This design comes from an exercise in tuning for small area, a short achievable clock period and few clock cycles per item on the open sky130 flow, not from production work. In this exercise RTL edits were held to simulation tests only and were not proved equivalent to the original. Power figures rest on the tool's default switching activity, not on a simulated workload.

==> design/flow/design.v <==
module heh_psi_unit (
    input  wire         clk,
    input  wire         rst,         
    input  wire         cmd_valid,
    output wire         cmd_ready,
    input  wire [127:0] cmd_tau,
    input  wire         cmd_inv,
    input  wire [3:0]   cmd_n,       
    input  wire         in_valid,
    output wire         in_ready,
    input  wire [127:0] in_data,
    output wire         out_valid,
    input  wire         out_ready,
    output wire [127:0] out_data
);
    localparam [2:0] S_IDLE = 3'd0,
                     S_LOAD = 3'd1,
                     S_PREP = 3'd2,   
                     S_MUL  = 3'd3,   
                     S_FIN  = 3'd4,   
                     S_OUT  = 3'd5;
    reg [2:0]   state;
    reg         inv;
    reg [3:0]   n;
    reg [2:0]   idx;           
    reg [6:0]   bitcnt;        
    reg [127:0] tau;
    reg [127:0] beta;          
    reg [127:0] e;             
    reg [127:0] acc;           
    reg [127:0] y;             
    reg [127:0] mul_a;         
    reg [127:0] mul_b;         
    reg [127:0] buf_mem [0:7];
    function [127:0] alpha;
        input [127:0] v;
        begin
            alpha = {v[126:0], 1'b0} ^ (v[127] ? 128'h87 : 128'h0);
        end
    endfunction
    wire [3:0]   last_idx = n - 4'd1;
    wire [127:0] cur_blk  = buf_mem[idx];
    wire [127:0] hash_in  = inv ? (cur_blk ^ y ^ e) : cur_blk;
    assign cmd_ready = (state == S_IDLE);
    assign in_ready  = (state == S_LOAD);
    assign out_valid = (state == S_OUT);
    assign out_data = inv ? cur_blk :
                      (({1'b0, idx} == last_idx) ? (y ^ beta) : (cur_blk ^ y ^ e));
    always @(posedge clk) begin
        if (rst) begin
            state <= S_IDLE;
        end else begin
            case (state)
                S_IDLE: begin
                    if (cmd_valid) begin
                        tau   <= cmd_tau;
                        beta  <= alpha(cmd_tau);
                        inv   <= cmd_inv;
                        n     <= cmd_n;
                        idx   <= 3'd0;
                        state <= S_LOAD;
                    end
                end
                S_LOAD: begin
                    if (in_valid) begin
                        buf_mem[idx] <= in_data;
                        if ({1'b0, idx} == last_idx) begin
                            idx   <= 3'd0;
                            acc   <= 128'h0;
                            e     <= alpha(beta);
                            y     <= in_data ^ beta;
                            state <= S_PREP;
                        end else begin
                            idx <= idx + 3'd1;
                        end
                    end
                end
                S_PREP: begin
                    if (inv)
                        buf_mem[idx] <= hash_in;
                    mul_a  <= acc ^ hash_in;
                    mul_b  <= tau;
                    acc    <= 128'h0;
                    bitcnt <= 7'd0;
                    e      <= alpha(e);
                    state  <= S_MUL;
                end
                S_MUL: begin
                    if (mul_b[0])
                        acc <= acc ^ mul_a;
                    mul_a  <= alpha(mul_a);
                    mul_b  <= {1'b0, mul_b[127:1]};
                    bitcnt <= bitcnt + 7'd1;
                    if (bitcnt == 7'd127) begin
                        if ({1'b0, idx} == last_idx - 4'd1) begin
                            idx   <= idx + 3'd1;
                            state <= S_FIN;
                        end else begin
                            idx   <= idx + 3'd1;
                            state <= S_PREP;
                        end
                    end
                end
                S_FIN: begin
                    if (inv)
                        buf_mem[idx] <= y ^ acc;
                    else
                        y <= acc ^ cur_blk;
                    idx   <= 3'd0;
                    e     <= alpha(beta);
                    state <= S_OUT;
                end
                S_OUT: begin
                    if (out_ready) begin
                        e <= alpha(e);
                        if ({1'b0, idx} == last_idx) begin
                            state <= S_IDLE;
                        end else begin
                            idx <= idx + 3'd1;
                        end
                    end
                end
                default: state <= S_IDLE;
            endcase
        end
    end
endmodule
==> design/flow/run.sh <==
#!/bin/bash
# synth_recipe.tcl (not shown) runs the flow's synth.tcl, then flattens the netlist and writes it again
# the make line also repeats each setting of config.mk as NAME=value (left out here)
make -C /OpenROAD-flow-scripts/flow DESIGN_CONFIG=/design/flow/config.mk WORK_HOME=/design/flow/orfs CLKGATE_MAP_FILE= SYNTH_SCRIPT=/design/flow/synth_recipe.tcl finish
==> design/flow/config.mk <==
export PLATFORM = sky130hd
export DESIGN_NAME = heh_psi_unit
export DESIGN_NICKNAME = heh_psi_unit
export VERILOG_FILES = /design/flow/design.v
export SDC_FILE = /design/flow/constraint.sdc
export NUM_CORES = 4
export LEC_CHECK = 0
export CAP_MARGIN = 20
export CORE_MARGIN = 2
export CORE_UTILIZATION = 40
export PLACE_DENSITY = 0.6
export SLEW_MARGIN = 20
==> design/flow/constraint.sdc <==
create_clock -name core_clock -period 8.0 [get_ports {clk}]
set_input_delay 1.6000 -clock core_clock [delete_from_list [all_inputs] [get_ports {clk}]]
set_output_delay 1.6000 -clock core_clock [all_outputs]
set_load 0.01 [all_outputs]
==> summary.txt <==
Run status: timing/DRC/antenna clean
Cell area after synthesis: 86500 um2
Via count: 48900
Seq/Total Area, Yosys: 62.9%
Post-synthesis mux area share: 13.3%
CP peak stage delay: 990 ps
Via density: 5.45
Largest net degree at the start of global routing: 142
Die area: 220000 um2
Fin crit period: 6440 ps
Net count after synthesis: 5878
LEAKAGE: 0.0313 uW
Arrival time at the worst endpoint: 4840 ps
Combinational Power Share: 20.8%
Top_reg_cell synth: edfxtp_1
Compound-Gate Fraction of Synth Area: 6.02%
Drc violations: 0
Yosys warning total: 1
Largest family of logic cells by synthesized area: multiplexers
Layout area overhead: 15.6%
Post-route cell area: 100000 um2
Critical Path Sink Type: output port
Overall Global Routing Usage: 20.0%
Post-Place Cells: 8609
Post-synth EDFFs: 1810
Crit Path Max Fanout: 76
Effective utilization at floorplan: 40.3%
Cells resized by post-CTS repair: 0
IO Port Bufs: 396
Net Sw Frac: 27.6%
XOR/XNOR Fraction of Synth Area: 10.7%
First-pass GRT wire length: 328000 um
FP Rows: 170
HPWL Detailed: 131000 um
Final Hold Violating Endpoints: 0
Power Total: 25900 uW
Setup Fix Bufs, Post-CTS: 0
Number of synthesized register bits: 1816
Vias in the first global route: 49300
Cell-internal power: 18800 uW
Worst-Skew Late Latency: 830 ps
Iteration-0 DRC Markers: 4294
Nets: 6239
Clock power frac: 35.1%
Clock sinks: 1816
CTS max path bufs: 3
Clock skew: 37.6 ps
Number of buffers created by CTS: 196
Syn avg cell area: 15.4 um2
Synth top area share: 62.8%
Placer Congestion: 0.772
Final Cycle Share: 80.5%
CP Class: reg2out
CTS tree: yes
Post-route insts no fill: 8975
Hold/Removal Path Class: reg2reg
Global route overflow: 0
Die Wd: 469 um
Drt pass-1 iters: 8
H-tree Lvls: 4
RSZ-0062 raised after global routing: false
Final TNS setup: 0 ps
WL final: 223000 um
Reg2Reg Setup Slack: 3360 ps
Crit-path cells: inv_1 > ha_1 > xor2_1 > or4_4 > a21o_4 > buf_12 > a221oi_1 > clkdlybuf4s50_1
Die span in y: 469 um
# hold bufs at CTS: 0
Simple-gate share of the synthesized area: 5.08%
Max Freq: 155 MHz
Slew Limit Fails: 0
Routed Antenna Nets: 0
Worst-path cell with the longest stage delay: a221oi_1
Flop pwr share: 44.1%
Netlist cell types: 48
Total net switching power: 7150 uW
Async SR Flop Fraction: 0%
Post-Syn Instances: 5608
Worst Tran Pin Value: 1050 ps
Synth area leader: edfxtp_1
Worst slew margin: 29.8%
Post-synthesis adder-cell area fraction: 0.0578%
Placeable Area: 215000 um2
Max-cap violations: 0
Number of antenna violations at the first check in global routing: 12
Power per Cell Area: 259 nW/um2
Clock Root Buffer: clkbuf_16
IO Pins: 397
Share of layout cells above drive strength 1: 17.4%
Post-placement cell area: 93600 um2
Crit path launch type: flop
Setup-failing EPs final: 0
Worst-path clk slew: 60 ps
Routed length per placed instance: 24.8 um
Worst endpoint required time: 6400 ps
Largest cells by area after synthesis: edfxtp_1, mux4_2, xnor2_1, xor2_1, mux2_2
Peak supply drop: 0.000214 V
placed cells by master, fill, tap and decap left out, types with 116 or more instances in the layout:
cell type / count
a22oi_1: 128
o21ai_0: 135
nor2_1: 276
mux2i_4: 127
nand2_1: 268
clkbuf_16: 198
nand2b_1: 130
mux2_2: 255
edfxtp_1: 1810
xnor2_1: 648
a221oi_1: 116
a21o_1: 127
mux4_2: 256
clkdlybuf4s50_1: 396
a21oi_1: 263
nor3_1: 260
xor2_1: 399
worst paths after layout:
path,start,cells past startpoint,endpoint
setup / recovery,n[0],8,out_data[72]
hold / removal,mul_b[19],1,mul_b[18]
setup reg to reg,inv,8,buf_mem[3][74]
hold reg to reg,mul_b[19],1,mul_b[18]
metrics by stage:
stage	hold WS [ps]	utilization, %	setup slack [ps]
6_report	539	46.6	1560
5_1_grt	554	46.6	1210
4_1_cts	539	46.6	1460
3_5_place_dp	534	43.6	2410
3_3_place_gp	531	43.6	2400
2_1_floorplan	523	-	-4140
critical path, delay by kind of cell (launching register included):
family	cells	cell delay, ps
AOI/OAI and AO/OA	2	1390
adders and majority gates	1	240
xor gates and xnor gates	1	180
buffers and inverters	3	1050
and+or+nand+nor	1	460
DFF	1	510
power by group through the flow:
stage               sequential, uW  combinational (uW)  clock, uW
floorplan                    11500                3860          0
global placement             11600                5350          0
detailed placement           11600                5410          0
CTS                          11400                5450       9310
global route                 11500                5830       9650
finish                       11400                5390       9100
logic make-up after synthesis:
group                    Yosys count
AO/OA/AOI/OAI                    794
flip-flops                      1816
XOR/XNOR                        1050
adder cells (fa/ha/maj)            4
buffers and inverters            331
AND/OR/NAND/NOR                  972
multiplexers                     641
sequential cells by signal, summed over array words and instances, names as in the netlist, 7 cells and up, named ones only:
name     count
mul_b      128
y          128
acc        128
buf_mem   1024
mul_a      128
bitcnt       7
beta       127
e          128
final cells by class:
type,instances,area (um2)
clock buffers,226,5060
repair buffers,488,5070
diodes,2,5.00
inverters,6,22.5
clock inverters,138,1340
fillers,18500,115000
multi-input cells,3461,30500
well taps,2838,3550
flip-flops and latches,1816,54500
synth_stat cells (all sizes together) (135+ instances only):
cell type,count
edfxtp,1810
xnor2,648
xor2,402
nor2,279
nand2,269
nor3,265
a21oi,263
mux4,256
mux2,255
clkbuf,212
o21ai,135
per-layer routing:
layer	wire [um]	track usage (%)	share of wire [%]
met1	98400	27.9	44
met2	107000	32.7	48
met3	12900	3.24	5.8
met4	4800	4.99	2.2
met5	32	0	0.014
Testbench counts, summed over its fixed seeds: cycles 95,088, blocks 912.

-- re-timing with driven ports --
The results above use ideal ports. As a check the final layout listed here was re-extracted and re-timed, cells and wires unchanged. Step 1 (the two cells are an assumption about what drives the block):
set clk [get_ports {clk}]
set_driving_cell -lib_cell sky130_fd_sc_hd__clkbuf_16 $clk
set_driving_cell -lib_cell sky130_fd_sc_hd__buf_2 [delete_from_list [all_inputs] $clk]
Step 2 times the ports against the registers' clock, not the clock port: input delays grow and output delays shrink by t, the midpoint of the rising clock arrivals with the driver on. Three values: ideal ports, drivers, drivers and shift; two values: the first two.
shift t [ns]: 0.906
slack for setup (ns): 1.562 / 1.477 / 2.383
worst hold slack (ns): 0.539 / 0.539 / 0.539
worst setup path after step 2: register to output
pins driven straight from the clock port: 1
After both steps this run still meets setup and hold. For this run, drivers alone change the setup slack by -0.085 ns; drivers and shift together by +0.821 ns.
